What follows belongs to an exercise in optimizing a design on an open flow for small area, a short achievable clock period and few clock cycles; a production flow would make more cautious choices.
In this exercise RTL edits were held to simulation tests only and were not proved equivalent to the original.
Power and IR drop assume default switching activity.

==> exp/fjord: inputs <==
==> flow/design.v <==
module crc32_step32 (
    input  wire [31:0] r,
    input  wire [31:0] d,
    output wire [31:0] q
);
    wire [31:0] x = r ^ d;
    assign q[0] = ^(x & 32'h04D101DF);
    assign q[1] = ^(x & 32'h09A203BE);
    assign q[2] = ^(x & 32'h1344077D);
    assign q[3] = ^(x & 32'h26880EFA);
    assign q[4] = ^(x & 32'h4D101DF4);
    assign q[5] = ^(x & 32'h9A203BE9);
    assign q[6] = ^(x & 32'h3091760D);
    assign q[7] = ^(x & 32'h6122EC1A);
    assign q[8] = ^(x & 32'hC245D835);
    assign q[9] = ^(x & 32'h805AB1B5);
    assign q[10] = ^(x & 32'h046462B5);
    assign q[11] = ^(x & 32'h08C8C56A);
    assign q[12] = ^(x & 32'h11918AD4);
    assign q[13] = ^(x & 32'h232315A9);
    assign q[14] = ^(x & 32'h46462B53);
    assign q[15] = ^(x & 32'h8C8C56A6);
    assign q[16] = ^(x & 32'h1DC9AC92);
    assign q[17] = ^(x & 32'h3B935924);
    assign q[18] = ^(x & 32'h7726B249);
    assign q[19] = ^(x & 32'hEE4D6493);
    assign q[20] = ^(x & 32'hD84BC8F9);
    assign q[21] = ^(x & 32'hB446902D);
    assign q[22] = ^(x & 32'h6C5C2184);
    assign q[23] = ^(x & 32'hD8B84309);
    assign q[24] = ^(x & 32'hB5A187CC);
    assign q[25] = ^(x & 32'h6F920E46);
    assign q[26] = ^(x & 32'hDF241C8C);
    assign q[27] = ^(x & 32'hBA9938C7);
    assign q[28] = ^(x & 32'h71E37051);
    assign q[29] = ^(x & 32'hE3C6E0A3);
    assign q[30] = ^(x & 32'hC35CC098);
    assign q[31] = ^(x & 32'h826880EF);
endmodule
module frame_parser (
    input  wire        clk,
    input  wire        rst,             
    input  wire        in_valid,
    output wire        in_ready,
    input  wire [31:0] in_data,
    input  wire [2:0]  in_bytes,
    input  wire        in_last,
    output reg         out_valid,
    input  wire        out_ready,
    output wire [4:0]  out_info,        
    output wire [31:0] out_stored,
    output wire [31:0] out_calc,
    output wire [7:0]  out_type,
    output wire [31:0] out_length,
    output wire [31:0] out_data_start,
    output wire [31:0] out_data_end,
    output wire [31:0] out_vlq_count
);
    localparam [1:0] KIND_FRAME    = 2'd0;
    localparam [1:0] KIND_MISMATCH = 2'd1;
    localparam [1:0] KIND_NONE     = 2'd2;
    function [31:0] s_pre;
        input [1:0] p;
        case (p)
            2'd0: s_pre = 32'hFFFFFFFF;
            2'd1: s_pre = 32'hF0958FD9;
            2'd2: s_pre = 32'h9A1C9D90;
            default: s_pre = 32'hA32E2681;
        endcase
    endfunction
    function [31:0] crc_inv1;
        input [31:0] r;
        crc_inv1 = {r[30:0] ^ (32'hEDB88320 & {31{r[31]}}) , r[31]} ^ 32'd0;
    endfunction
    function [31:0] funnel;
        input [31:0] x;
        input [31:0] y;
        input [1:0]  o;
        case (o)
            2'd1: funnel = {x[7:0],  y[31:8]};
            2'd2: funnel = {x[15:0], y[31:16]};
            2'd3: funnel = {x[23:0], y[31:24]};
            default: funnel = x;
        endcase
    endfunction
    function [31:0] lanemask;
        input [3:0] m;
        lanemask = {{8{m[3]}}, {8{m[2]}}, {8{m[1]}}, {8{m[0]}}};
    endfunction
    function [3:0] thermo;    
        input [2:0] n;
        thermo = {n > 3'd3, n > 3'd2, n > 3'd1, n > 3'd0};
    endfunction
    reg        in_ready_r;
    reg [1:0]  in_bi;           
    reg [31:0] ib_data;
    reg [2:0]  ib_n;
    reg        ib_last;
    reg [1:0]  ib_bi;
    reg        ib_full;
    reg [3:0]  ib_pmask;        
    reg [31:0] g_data;
    reg        g_ld;            
    reg        g_part;          
    reg        sh_busy;
    reg [1:0]  sh_kind;
    reg [15:0] sh_hi;
    reg        sh_single;
    reg        rec_free;        
    reg [31:0] stored;
    reg [7:0]  ftype;
    reg [31:0] acc;
    reg [15:0] cnt;
    reg [15:0] ds;
    reg [31:0] de;
    reg [31:0] crc_n;           
    wire [31:0] crc = ~crc_n;
    reg [1:0]  kind;
    reg        ovf, trunc, chk;
    reg        term;            
    reg        done;            
    reg [14:0] rg;              
    reg        rg_nz;           
    reg        rg_one;          
    reg        ref_pend;        
    reg [1:0]  o_reg;           
    reg [1:0]  vp;              
    reg        r_fresh;         
    reg [4:0]  inv_cnt;         
    reg        fin_pend;        
    reg        rdy_t_r;         
    assign in_ready       = in_ready_r || (rdy_t_r && out_ready);
    assign out_info       = {ovf, trunc, chk, kind};
    assign out_stored     = stored;
    assign out_calc       = crc_n;
    assign out_type       = ftype;
    assign out_length     = acc;
    assign out_data_start = {16'd0, ds};
    assign out_data_end   = de;
    assign out_vlq_count  = {16'd0, cnt};
    wire accept = in_valid && in_ready;
    wire [1:0] o_sel    = (ib_bi == 2'd1) ? ib_data[25:24] : o_reg;
    wire       term_acc = (ib_bi == 2'd1) ? ((sh_kind == 2'd0) && (ib_n == 3'd4) && !ib_data[31]) : term;
    wire taken  = out_valid && out_ready;
    wire rec_ok = rec_free || taken;
    wire [7:0] l0 = ib_data[7:0];
    wire [7:0] l1 = ib_data[15:8];
    wire [7:0] l2 = ib_data[23:16];
    wire [7:0] l3 = ib_data[31:24];
    wire s0 = ib_full && (ib_bi == 2'd0);
    wire s1 = ib_full && (ib_bi == 2'd1);
    wire s2 = ib_full && (ib_bi == 2'd2);
    wire do_s0     = s0 && !sh_busy;
    wire do_s1     = s1 && rec_ok;
    wire do_single = sh_busy && sh_single && rec_ok;
    wire commit    = do_s1 || do_single;
    wire frame_c   = (sh_kind == KIND_FRAME);
    wire c_vlq  = do_s1 && frame_c && (ib_n == 3'd4);
    wire c_term = c_vlq && !l3[7];
    wire c_last = do_single || (do_s1 && ib_last);
    wire p_act   = s2 && (kind == KIND_FRAME) && !done;
    wire serial  = p_act && !term;
    wire payload = p_act && term && !ref_pend;
    wire skip2   = s2 && !p_act;
    reg [7:0] vb;
    always @(*) begin
        case (vp)
            2'd0: vb = l0;
            2'd1: vb = l1;
            2'd2: vb = l2;
            default: vb = l3;
        endcase
    end
    wire v_ok   = {1'b0, vp} < ib_n;
    wire v_do   = serial && v_ok;
    wire v_term = v_do && !vb[7];
    wire v_exh  = serial && (!v_ok || (vb[7] && ((vp == 2'd3) || ({1'b0, vp} + 3'd1 == ib_n))));
    wire consume = do_s0 || do_s1 || skip2 || v_exh || payload;
    wire [15:0] ds_v  = ds + 16'd1;
    wire [1:0]  lo2   = c_term ? l3[1:0] : vb[1:0];            
    wire [1:0]  o_new = c_term ? l3[1:0] : (ds_v[1:0] + vb[1:0]);
    wire [1:0]  p_new = 2'd0 - lo2;
    wire        l_zero = (l3[6:0] == 7'd0);                    
    wire [14:0] rg_acc = (|acc[31:16]) ? 15'h7FFF : ({1'b0, acc[15:2]} + {14'd0, |acc[1:0]});
    wire        acc_zero = (acc == 32'd0);
    wire        acc_le4  = (acc[31:3] == 29'd0) && (acc[2:0] <= 3'd4);
    wire        g_do  = g_ld && rg_nz;
    wire        f1    = g_do && rg_one && !g_part;      
    wire [31:0] crc_g;
    crc32_step32 u_step (.r(crc), .d(g_data), .q(crc_g));
    wire [2:0]  o_p    = (o_reg == 2'd0) ? 3'd4 : {1'b0, o_reg};
    wire        lb     = payload && ib_last;
    wire        case_a = lb && g_do && g_part;
    wire        rg_zero_after = !rg_nz || (g_do && rg_one);
    wire        lb_tr  = lb && !case_a && !rg_zero_after;
    wire [3:0]  ge_o   = {o_p <= 3'd3, o_p <= 3'd2, o_p <= 3'd1, 1'b0};    
    wire [3:0]  fl_m   = ib_pmask & thermo(ib_n) & ge_o;
    wire        flush  = lb_tr && (fl_m != 4'd0);
    wire [2:0]  inv_a  = o_p - ib_n;                     
    wire [2:0]  inv_b  = 3'd4 - (ib_n - o_p);            
    wire        inv_en = (inv_cnt != 5'd0) && !g_do;
    wire        inv_fire = inv_en && (inv_cnt == 5'd1);
    wire [3:0]  gt_t   = {vp < 2'd3, vp < 2'd2, vp < 2'd1, 1'b0};   
    wire [3:0]  xm_ref = ib_pmask & thermo(ib_n);
    wire        reform = ref_pend;
    wire        ref_ok = ((xm_ref & thermo(o_p)) != 4'd0) && !acc_zero;
    wire [3:0]  xm = reform ? xm_ref : (flush ? 4'd0 : thermo(in_bytes));
    wire [3:0]  ym = reform ? 4'd0 : (flush ? fl_m : ib_pmask);
    wire [31:0] gx = (reform ? ib_data : in_data) & lanemask(xm);
    wire [31:0] gy = ib_data & lanemask(ym);
    wire sh_busy_n  = do_s0 ? 1'b1 : (commit ? 1'b0 : sh_busy);
    wire rec_free_n = commit ? 1'b0 : (taken ? 1'b1 : rec_free);
    wire term_n     = commit ? c_term : (v_term ? 1'b1 : term);
    wire [1:0] kind_n = commit ? sh_kind : kind;
    wire done_n;
    wire ib_full_n = accept ? 1'b1 : (ib_full && !consume);
    wire [1:0] bi_n = accept ? in_bi : ib_bi;
    wire pred = (bi_n == 2'd0) ? !sh_busy_n :
                (bi_n == 2'd1) ? rec_free_n :
                ((kind_n != KIND_FRAME) || (term_n && !v_term));
    wire in_ready_n = !ib_full_n || pred;
    wire fire       = fin_pend || inv_fire;
    wire out_valid_n = fire || (out_valid && !taken);
    wire rdy_t_n    = ib_full_n && (bi_n == 2'd1) && out_valid_n;
    wire done_set = (commit && (c_last || !frame_c || (c_term && l_zero))) ||
                    (ref_pend && acc_zero) ||
                    (v_exh && ib_last) ||
                    lb || f1;
    assign done_n = commit ? (c_last || !frame_c || (c_term && l_zero)) : (done || done_set);
    reg [31:0] crc_d;
    always @(*) begin
        crc_d = crc;
        if (inv_en)
            crc_d = crc_inv1(crc);
        if (lb_tr && !flush && r_fresh && !g_do)
            crc_d = 32'hFFFFFFFF;
        if (c_term || v_term)
            crc_d = (c_term && ib_last) ? 32'hFFFFFFFF : s_pre(p_new);
        if (commit && !c_term)
            crc_d = 32'hFFFFFFFF;
        if (g_do)
            crc_d = crc_g;
    end
    wire eq = (crc == ~stored);
    always @(posedge clk) begin
        de  <= {16'd0, ds} + acc;
        crc_n <= ~crc_d;
        g_data <= funnel(gx, gy, o_sel);
        if (rst) begin
            in_ready_r <= 1'b1;
            rdy_t_r    <= 1'b0;
            in_bi      <= 2'd0;
            ib_full    <= 1'b0;
            g_ld       <= 1'b0;
            sh_busy    <= 1'b0;
            rec_free   <= 1'b1;
            out_valid  <= 1'b0;
            inv_cnt    <= 5'd0;
            fin_pend   <= 1'b0;
            vp         <= 2'd0;
            done       <= 1'b1;
            ref_pend   <= 1'b0;
        end else begin
            in_ready_r <= in_ready_n;
            rdy_t_r    <= rdy_t_n;
            if (accept) begin
                ib_data  <= in_data;
                ib_n     <= in_bytes;
                ib_last  <= in_last;
                ib_bi    <= in_bi;
                ib_pmask <= ((in_bi == 2'd2) && term_acc) ? 4'b1111 : 4'b0000;
                in_bi    <= in_last ? 2'd0 : ((in_bi == 2'd2) ? 2'd2 : in_bi + 2'd1);
            end
            ib_full <= ib_full_n;
            if (reform) begin
                g_ld   <= ref_ok;
                g_part <= ib_last && (ib_n < o_p);
            end else if (flush) begin
                g_ld   <= 1'b1;
                g_part <= 1'b1;
            end else begin
                g_ld   <= accept && (in_bi == 2'd2) && term_acc && !((o_sel == 2'd0) && (in_bytes == 3'd0));
                g_part <= in_last && ({1'b0, in_bytes} < ((o_sel == 2'd0) ? 4'd4 : {2'b0, o_sel}));
            end
            if (do_s0) begin
                sh_single <= ib_last;
                sh_kind   <= (ib_n == 3'd0) ? KIND_NONE :
                             ((ib_n < 3'd2) || (l0 != 8'h44) || (l1 != 8'h00)) ? KIND_MISMATCH :
                             KIND_FRAME;
                sh_hi     <= {(ib_n > 3'd2) ? l2 : 8'd0, (ib_n > 3'd3) ? l3 : 8'd0};
            end
            sh_busy  <= sh_busy_n;
            rec_free <= rec_free_n;
            if (commit) begin
                kind    <= sh_kind;
                stored  <= frame_c ? {sh_hi,
                                      (do_s1 && ib_n > 3'd0) ? l0 : 8'd0,
                                      (do_s1 && ib_n > 3'd1) ? l1 : 8'd0} : 32'd0;
                ftype   <= (frame_c && do_s1 && ib_n > 3'd2) ? l2 : 8'd0;
                acc     <= c_vlq ? {25'd0, l3[6:0]} : 32'd0;
                cnt     <= c_vlq ? 16'd1 : 16'd0;
                ds      <= !frame_c ? 16'd0 : (c_vlq ? 16'd8 : 16'd7);
                ovf     <= 1'b0;
                chk     <= 1'b0;
                trunc   <= frame_c && c_last && !(c_term && l_zero);
                term    <= c_term;
                vp      <= 2'd0;
                r_fresh <= 1'b1;
                fin_pend <= c_last || !frame_c || (c_term && l_zero);
            end else begin
                fin_pend <= f1;
                if (v_do) begin
                    acc <= {acc[24:0], vb[6:0]};
                    if (acc[31:25] != 7'd0)
                        ovf <= 1'b1;
                    cnt <= cnt + 16'd1;
                    ds  <= ds_v;
                end
                if (v_term) begin
                    term    <= 1'b1;
                    vp      <= 2'd0;
                    ib_pmask <= gt_t;
                    r_fresh <= 1'b1;
                end else if (v_exh) begin
                    vp <= 2'd0;
                    if (ib_last) begin
                        trunc    <= 1'b1;
                        fin_pend <= 1'b1;
                    end
                end else if (v_do) begin
                    vp <= vp + 2'd1;
                end
                if (g_do)
                    r_fresh <= 1'b0;
                if (ref_pend && acc_zero)
                    fin_pend <= 1'b1;
                if (case_a) begin
                    trunc   <= 1'b1;
                    inv_cnt <= {inv_a[1:0], 3'd0};
                end else if (lb_tr) begin
                    trunc <= 1'b1;
                    if (flush)
                        inv_cnt <= {inv_b[1:0], 3'd0};
                    else
                        fin_pend <= 1'b1;
                end else if (inv_en) begin
                    inv_cnt <= inv_cnt - 5'd1;
                end
            end
            ref_pend <= v_term;
            if (c_term || v_term)
                o_reg <= o_new;
            if (c_term) begin
                rg     <= {10'd0, l3[6:2]} + {14'd0, |l3[1:0]};
                rg_nz  <= !l_zero;
                rg_one <= !l_zero && (l3[6:0] <= 7'd4);
            end else if (ref_pend) begin
                rg     <= rg_acc;
                rg_nz  <= !acc_zero;
                rg_one <= !acc_zero && acc_le4;
            end else if (g_do) begin
                rg     <= rg - 15'd1;
                rg_nz  <= !rg_one;
                rg_one <= (rg == 15'd2);
            end
            done <= done_n;
            if (fin_pend)
                chk <= (kind == KIND_FRAME) && !trunc && !ovf && eq;
            out_valid <= out_valid_n;
        end
    end
endmodule
==> flow/run.sh <==
#!/bin/bash
# synth_recipe.tcl (not shown) runs the flow's synth.tcl, then flattens the netlist and writes it again
# the make line also repeats each setting of config.mk as NAME=value (left out here)
make -C /OpenROAD-flow-scripts/flow DESIGN_CONFIG=/design/flow/config.mk WORK_HOME=/design/flow/orfs CLKGATE_MAP_FILE= SYNTH_SCRIPT=/design/flow/synth_recipe.tcl finish
==> flow/config.mk <==
export PLATFORM = sky130hd
export DESIGN_NAME = frame_parser
export DESIGN_NICKNAME = frame_parser
export VERILOG_FILES = /design/flow/design.v
export SDC_FILE = /design/flow/constraint.sdc
export NUM_CORES = 4
export LEC_CHECK = 0
export CAP_MARGIN = 20
export CORE_MARGIN = 2
export CORE_UTILIZATION = 40
export SETUP_SLACK_MARGIN = 2.6
export SLEW_MARGIN = 20
export SYNTH_MEMORY_MAX_BITS = 16384
==> flow/constraint.sdc <==
create_clock -name core_clock -period 5.0 [get_ports {clk}]
set_input_delay 1.0000 -clock core_clock [delete_from_list [all_inputs] [get_ports {clk}]]
set_output_delay 1.0000 -clock core_clock [all_outputs]
set_load 0.01 [all_outputs]
==> inputs of exp/delta, as changes to exp/fjord <==
==> flow/design.v, changed modules only <==
module frame_parser (
    input  wire        clk,
    input  wire        rst,             
    input  wire        in_valid,
    output wire        in_ready,
    input  wire [31:0] in_data,
    input  wire [2:0]  in_bytes,
    input  wire        in_last,
    output reg         out_valid,
    input  wire        out_ready,
    output wire [4:0]  out_info,        
    output wire [31:0] out_stored,
    output wire [31:0] out_calc,
    output wire [7:0]  out_type,
    output wire [31:0] out_length,
    output wire [31:0] out_data_start,
    output wire [31:0] out_data_end,
    output wire [31:0] out_vlq_count
);
    localparam [1:0] KIND_FRAME    = 2'd0;
    localparam [1:0] KIND_MISMATCH = 2'd1;
    localparam [1:0] KIND_NONE     = 2'd2;
    function [31:0] s_pre;
        input [1:0] p;
        case (p)
            2'd0: s_pre = 32'hFFFFFFFF;
            2'd1: s_pre = 32'hF0958FD9;
            2'd2: s_pre = 32'h9A1C9D90;
            default: s_pre = 32'hA32E2681;
        endcase
    endfunction
    function [31:0] crc_inv1;
        input [31:0] r;
        crc_inv1 = {r[30:0] ^ (32'hEDB88320 & {31{r[31]}}) , r[31]} ^ 32'd0;
    endfunction
    function [31:0] funnel;
        input [31:0] x;
        input [31:0] y;
        input [1:0]  o;
        case (o)
            2'd1: funnel = {x[7:0],  y[31:8]};
            2'd2: funnel = {x[15:0], y[31:16]};
            2'd3: funnel = {x[23:0], y[31:24]};
            default: funnel = x;
        endcase
    endfunction
    function [31:0] lanemask;
        input [3:0] m;
        lanemask = {{8{m[3]}}, {8{m[2]}}, {8{m[1]}}, {8{m[0]}}};
    endfunction
    function [3:0] thermo;    
        input [2:0] n;
        thermo = {n > 3'd3, n > 3'd2, n > 3'd1, n > 3'd0};
    endfunction
    reg        in_ready_r;
    reg [1:0]  in_bi;           
    reg [31:0] ib_data;
    reg [2:0]  ib_n;
    reg        ib_last;
    reg [1:0]  ib_bi;
    reg        ib_full;
    reg [3:0]  ib_pmask;        
    reg [31:0] g_data;
    reg        g_ld;            
    reg        g_part;          
    reg        sh_busy;
    reg [1:0]  sh_kind;
    reg [15:0] sh_hi;
    reg        sh_single;
    reg        rec_free;        
    reg [31:0] stored;
    reg [7:0]  ftype;
    reg [31:0] acc;
    reg [15:0] cnt;
    reg [15:0] ds;
    reg [31:0] de;
    reg [31:0] crc;
    reg [1:0]  kind;
    reg        ovf, trunc, chk;
    reg        term;            
    reg        done;            
    reg [14:0] rg;              
    reg [1:0]  o_reg;           
    reg [1:0]  vp;              
    reg        r_fresh;         
    reg [4:0]  inv_cnt;         
    reg        fin_pend;        
    reg        rdy_t_r;         
    assign in_ready       = in_ready_r || (rdy_t_r && out_ready);
    assign out_info       = {ovf, trunc, chk, kind};
    assign out_stored     = stored;
    assign out_calc       = ~crc;
    assign out_type       = ftype;
    assign out_length     = acc;
    assign out_data_start = {16'd0, ds};
    assign out_data_end   = de;
    assign out_vlq_count  = {16'd0, cnt};
    wire accept = in_valid && in_ready;
    wire taken  = out_valid && out_ready;
    wire rec_ok = rec_free || taken;
    wire [7:0] l0 = ib_data[7:0];
    wire [7:0] l1 = ib_data[15:8];
    wire [7:0] l2 = ib_data[23:16];
    wire [7:0] l3 = ib_data[31:24];
    wire s0 = ib_full && (ib_bi == 2'd0);
    wire s1 = ib_full && (ib_bi == 2'd1);
    wire s2 = ib_full && (ib_bi == 2'd2);
    wire do_s0     = s0 && !sh_busy;
    wire do_s1     = s1 && rec_ok;
    wire do_single = sh_busy && sh_single && rec_ok;
    wire commit    = do_s1 || do_single;
    wire frame_c   = (sh_kind == KIND_FRAME);
    wire c_vlq  = do_s1 && frame_c && (ib_n == 3'd4);
    wire c_term = c_vlq && !l3[7];
    wire c_last = do_single || (do_s1 && ib_last);
    wire p_act   = s2 && (kind == KIND_FRAME) && !done;
    wire serial  = p_act && !term;
    wire payload = p_act && term;
    wire skip2   = s2 && !p_act;
    reg [7:0] vb;
    always @(*) begin
        case (vp)
            2'd0: vb = l0;
            2'd1: vb = l1;
            2'd2: vb = l2;
            default: vb = l3;
        endcase
    end
    wire v_ok   = {1'b0, vp} < ib_n;
    wire v_do   = serial && v_ok;
    wire v_term = v_do && !vb[7];
    wire v_exh  = serial && (!v_ok || (vb[7] && ((vp == 2'd3) || ({1'b0, vp} + 3'd1 == ib_n))));
    wire consume = do_s0 || do_s1 || skip2 || v_exh || payload;
    wire        t_now = c_term || v_term;
    wire [31:0] L     = c_term ? {25'd0, l3[6:0]} : {acc[24:0], vb[6:0]};
    wire [15:0] ds_v  = ds + 16'd1;
    wire [1:0]  o_new = c_term ? l3[1:0] : (ds_v[1:0] + L[1:0]);
    wire [1:0]  p_new = 2'd0 - L[1:0];
    wire [14:0] rg_new = (|L[31:16]) ? 15'h7FFF : ({1'b0, L[15:2]} + {14'd0, |L[1:0]});
    wire        l_zero = (L == 32'd0);
    wire        g_do  = g_ld && (rg != 15'd0);
    wire        rg_one = (rg == 15'd1);
    wire        f1    = g_do && rg_one && !g_part;      
    wire [31:0] crc_g;
    crc32_step32 u_step (.r(crc), .d(g_data), .q(crc_g));
    wire [2:0]  o_p    = (o_reg == 2'd0) ? 3'd4 : {1'b0, o_reg};
    wire        lb     = payload && ib_last;
    wire        case_a = lb && g_do && g_part;
    wire        rg_zero_after = (rg == 15'd0) || (g_do && rg_one);
    wire        lb_tr  = lb && !case_a && !rg_zero_after;
    wire [3:0]  ge_o   = {o_p <= 3'd3, o_p <= 3'd2, o_p <= 3'd1, 1'b0};    
    wire [3:0]  fl_m   = ib_pmask & thermo(ib_n) & ge_o;
    wire        flush  = lb_tr && (fl_m != 4'd0);
    wire [2:0]  inv_a  = o_p - ib_n;                     
    wire [2:0]  inv_b  = 3'd4 - (ib_n - o_p);            
    wire        inv_en = (inv_cnt != 5'd0) && !g_do;
    wire        inv_fire = inv_en && (inv_cnt == 5'd1);
    wire [2:0]  o_np   = (o_new == 2'd0) ? 3'd4 : {1'b0, o_new};
    wire [3:0]  gt_t   = {vp < 2'd3, vp < 2'd2, vp < 2'd1, 1'b0};   
    wire [3:0]  xm_ref = gt_t & thermo(ib_n);
    wire [3:0]  lt_on  = thermo(o_np);
    wire        reform = v_term;
    wire        ref_ok = (xm_ref & lt_on) != 4'd0;
    wire sh_busy_n  = do_s0 ? 1'b1 : (commit ? 1'b0 : sh_busy);
    wire rec_free_n = commit ? 1'b0 : (taken ? 1'b1 : rec_free);
    wire term_n     = commit ? c_term : (v_term ? 1'b1 : term);
    wire [1:0] kind_n = commit ? sh_kind : kind;
    wire done_n;
    wire ib_full_n = accept ? 1'b1 : (ib_full && !consume);
    wire [1:0] bi_n = accept ? in_bi : ib_bi;
    wire pred = (bi_n == 2'd0) ? !sh_busy_n :
                (bi_n == 2'd1) ? rec_free_n :
                ((kind_n != KIND_FRAME) || done_n || term_n);
    wire in_ready_n = !ib_full_n || pred;
    wire fire       = fin_pend || inv_fire;
    wire out_valid_n = fire || (out_valid && !taken);
    wire rdy_t_n    = ib_full_n && (bi_n == 2'd1) && out_valid_n;
    wire done_set = (commit && (c_last || !frame_c || (c_term && l_zero))) ||
                    (v_term && l_zero) ||
                    (v_exh && ib_last) ||
                    lb || f1;
    assign done_n = commit ? (c_last || !frame_c || (c_term && l_zero)) : (done || done_set);
    reg [31:0] crc_d;
    always @(*) begin
        crc_d = crc;
        if (inv_en)
            crc_d = crc_inv1(crc);
        if (lb_tr && !flush && r_fresh && !g_do)
            crc_d = 32'hFFFFFFFF;
        if (t_now)
            crc_d = (c_term && ib_last) ? 32'hFFFFFFFF : s_pre(p_new);
        if (commit && !c_term)
            crc_d = 32'hFFFFFFFF;
        if (g_do)
            crc_d = crc_g;
    end
    wire eq = (crc == ~stored);
    always @(posedge clk) begin
        de  <= {16'd0, ds} + acc;
        crc <= crc_d;
        if (rst) begin
            in_ready_r <= 1'b1;
            rdy_t_r    <= 1'b0;
            in_bi      <= 2'd0;
            ib_full    <= 1'b0;
            g_ld       <= 1'b0;
            sh_busy    <= 1'b0;
            rec_free   <= 1'b1;
            out_valid  <= 1'b0;
            inv_cnt    <= 5'd0;
            fin_pend   <= 1'b0;
            vp         <= 2'd0;
            done       <= 1'b1;
        end else begin
            in_ready_r <= in_ready_n;
            rdy_t_r    <= rdy_t_n;
            if (accept) begin
                ib_data  <= in_data;
                ib_n     <= in_bytes;
                ib_last  <= in_last;
                ib_bi    <= in_bi;
                ib_pmask <= ((in_bi == 2'd2) && term_n) ? 4'b1111 : 4'b0000;
                in_bi    <= in_last ? 2'd0 : ((in_bi == 2'd2) ? 2'd2 : in_bi + 2'd1);
            end
            ib_full <= ib_full_n;
            if (reform) begin
                g_data <= funnel(ib_data & lanemask(xm_ref), 32'd0, o_new);
                g_ld   <= ref_ok;
                g_part <= ib_last && (ib_n < o_np);
            end else if (flush) begin
                g_data <= funnel(32'd0, ib_data & lanemask(fl_m), o_reg);
                g_ld   <= 1'b1;
                g_part <= 1'b1;
            end else if (accept) begin
                g_data <= funnel(in_data & lanemask(thermo(in_bytes)),
                                 ib_data & lanemask(ib_pmask),
                                 c_term ? l3[1:0] : o_reg);
                g_ld   <= (in_bi == 2'd2) && term_n &&
                          !(((c_term ? l3[1:0] : o_reg) == 2'd0) && (in_bytes == 3'd0));
                g_part <= in_last && ({1'b0, in_bytes} <
                          (((c_term ? l3[1:0] : o_reg) == 2'd0) ? 4'd4 : {2'b0, (c_term ? l3[1:0] : o_reg)}));
            end else if (g_do) begin
                g_ld   <= 1'b0;
            end
            if (do_s0) begin
                sh_single <= ib_last;
                sh_kind   <= (ib_n == 3'd0) ? KIND_NONE :
                             ((ib_n < 3'd2) || (l0 != 8'h44) || (l1 != 8'h00)) ? KIND_MISMATCH :
                             KIND_FRAME;
                sh_hi     <= {(ib_n > 3'd2) ? l2 : 8'd0, (ib_n > 3'd3) ? l3 : 8'd0};
            end
            sh_busy  <= sh_busy_n;
            rec_free <= rec_free_n;
            if (commit) begin
                kind    <= sh_kind;
                stored  <= frame_c ? {sh_hi,
                                      (do_s1 && ib_n > 3'd0) ? l0 : 8'd0,
                                      (do_s1 && ib_n > 3'd1) ? l1 : 8'd0} : 32'd0;
                ftype   <= (frame_c && do_s1 && ib_n > 3'd2) ? l2 : 8'd0;
                acc     <= c_vlq ? {25'd0, l3[6:0]} : 32'd0;
                cnt     <= c_vlq ? 16'd1 : 16'd0;
                ds      <= !frame_c ? 16'd0 : (c_vlq ? 16'd8 : 16'd7);
                ovf     <= 1'b0;
                chk     <= 1'b0;
                trunc   <= frame_c && c_last && !(c_term && l_zero);
                term    <= c_term;
                vp      <= 2'd0;
                r_fresh <= 1'b1;
                fin_pend <= c_last || !frame_c || (c_term && l_zero);
            end else begin
                fin_pend <= f1;
                if (v_do) begin
                    acc <= {acc[24:0], vb[6:0]};
                    if (acc[31:25] != 7'd0)
                        ovf <= 1'b1;
                    cnt <= cnt + 16'd1;
                    ds  <= ds_v;
                end
                if (v_term) begin
                    term    <= 1'b1;
                    vp      <= 2'd0;
                    ib_pmask <= gt_t;
                    if (l_zero)
                        fin_pend <= 1'b1;
                end else if (v_exh) begin
                    vp <= 2'd0;
                    if (ib_last) begin
                        trunc    <= 1'b1;
                        fin_pend <= 1'b1;
                    end
                end else if (v_do) begin
                    vp <= vp + 2'd1;
                end
                if (g_do)
                    r_fresh <= 1'b0;
                if (case_a) begin
                    trunc   <= 1'b1;
                    inv_cnt <= {inv_a[1:0], 3'd0};
                end else if (lb_tr) begin
                    trunc <= 1'b1;
                    if (flush)
                        inv_cnt <= {inv_b[1:0], 3'd0};
                    else
                        fin_pend <= 1'b1;
                end else if (inv_en) begin
                    inv_cnt <= inv_cnt - 5'd1;
                end
            end
            if (t_now) begin
                o_reg <= o_new;
                rg    <= rg_new;
            end else if (g_do) begin
                rg <= rg - 15'd1;
            end
            done <= done_n;
            if (fin_pend)
                chk <= (kind == KIND_FRAME) && !trunc && !ovf && eq;
            out_valid <= out_valid_n;
        end
    end
endmodule
Settings changed: SETUP_SLACK_MARGIN 2.6 to default.
==> notes <==
First-iteration DRC count: exp/delta is smaller than exp/fjord (about 4%). Against exp/delta, the combinational power of exp/fjord is larger by about 20%. Via count: exp/fjord is higher than exp/delta (2.5%). Utilization: exp/delta is lower than exp/fjord (8.5 points). Wire length: exp/fjord is larger than exp/delta (4.3%). Of exp/fjord and exp/delta, exp/fjord has the higher cell area (gap about 11%, measured against exp/delta). Between exp/fjord and exp/delta, the lower non-clock buffer count is in exp/delta (gap 239).
==> figures <==
| metric | exp/fjord | exp/delta |
|---|---|---|
| Result of the run | complete, no violations | complete, no violations |
| Required time of the worst setup path | 5.45 ns | 5.35 ns |
| DRC violation total after the first TritonRoute iteration | 2151 | 2062 |
| Routed wire per std cell | 25.22 um | 25.57 um |
| Global-route wire length before repair | 104900 um | 104200 um |
| Beginning of the worst register-to-register path | o_reg[0] | vp[1] |
| Multi-input gate share of total cell area | 44.66% | 42.99% |
| Area inside the core boundary | 0.04548 mm^2 | 0.04795 mm^2 |
| Die Footprint | 0.04799 mm^2 | 0.05063 mm^2 |
| Sequential cell area | 0.008177 mm^2 | 0.008598 mm^2 |
| Initial core utilization | 40.68% | 40.75% |
| Fin worst setup slack | 2.214 ns | 0.5623 ns |
| Terminus of the critical flop-to-flop path | g_data[26] | g_data[25] |
| HP Start | in_bi[1] | in_bi[0] |
| Share of final-layout standard cells stronger than drive strength 1 | 29.97% | 6.516% |
| Met2 routing resource usage after global routing | 47.32% | 42.06% |
Testbench counts of exp/fjord, summed over its fixed seeds: cycles 45,907.
Testbench counts of exp/delta, summed over its fixed seeds: cycles 45,661.

[afterwards: timing with drivers on the ports]
No port has a modelled driver above. Below, the same layouts with a new extraction and two added sets of constraints.
Step 1 assumes that a clkbuf_16 drives the clock port and a buf_2 every other input.
Step 2 also shifts input and output timing later by t, the mid clock arrival at the registers, as if the neighbouring blocks saw the same clock.
a / b / c = no drivers / after step 1 / after step 2; a / b = the first two.
run | t (ns) | slack for setup (ns) | cell pins on the clock port's net
exp/fjord | 0.607 | 2.214 / 2.214 / 1.768 | 1
exp/delta | 0.609 | 0.562 / 0.562 / 0.116 | 1
After both steps every run listed still meets setup and hold.
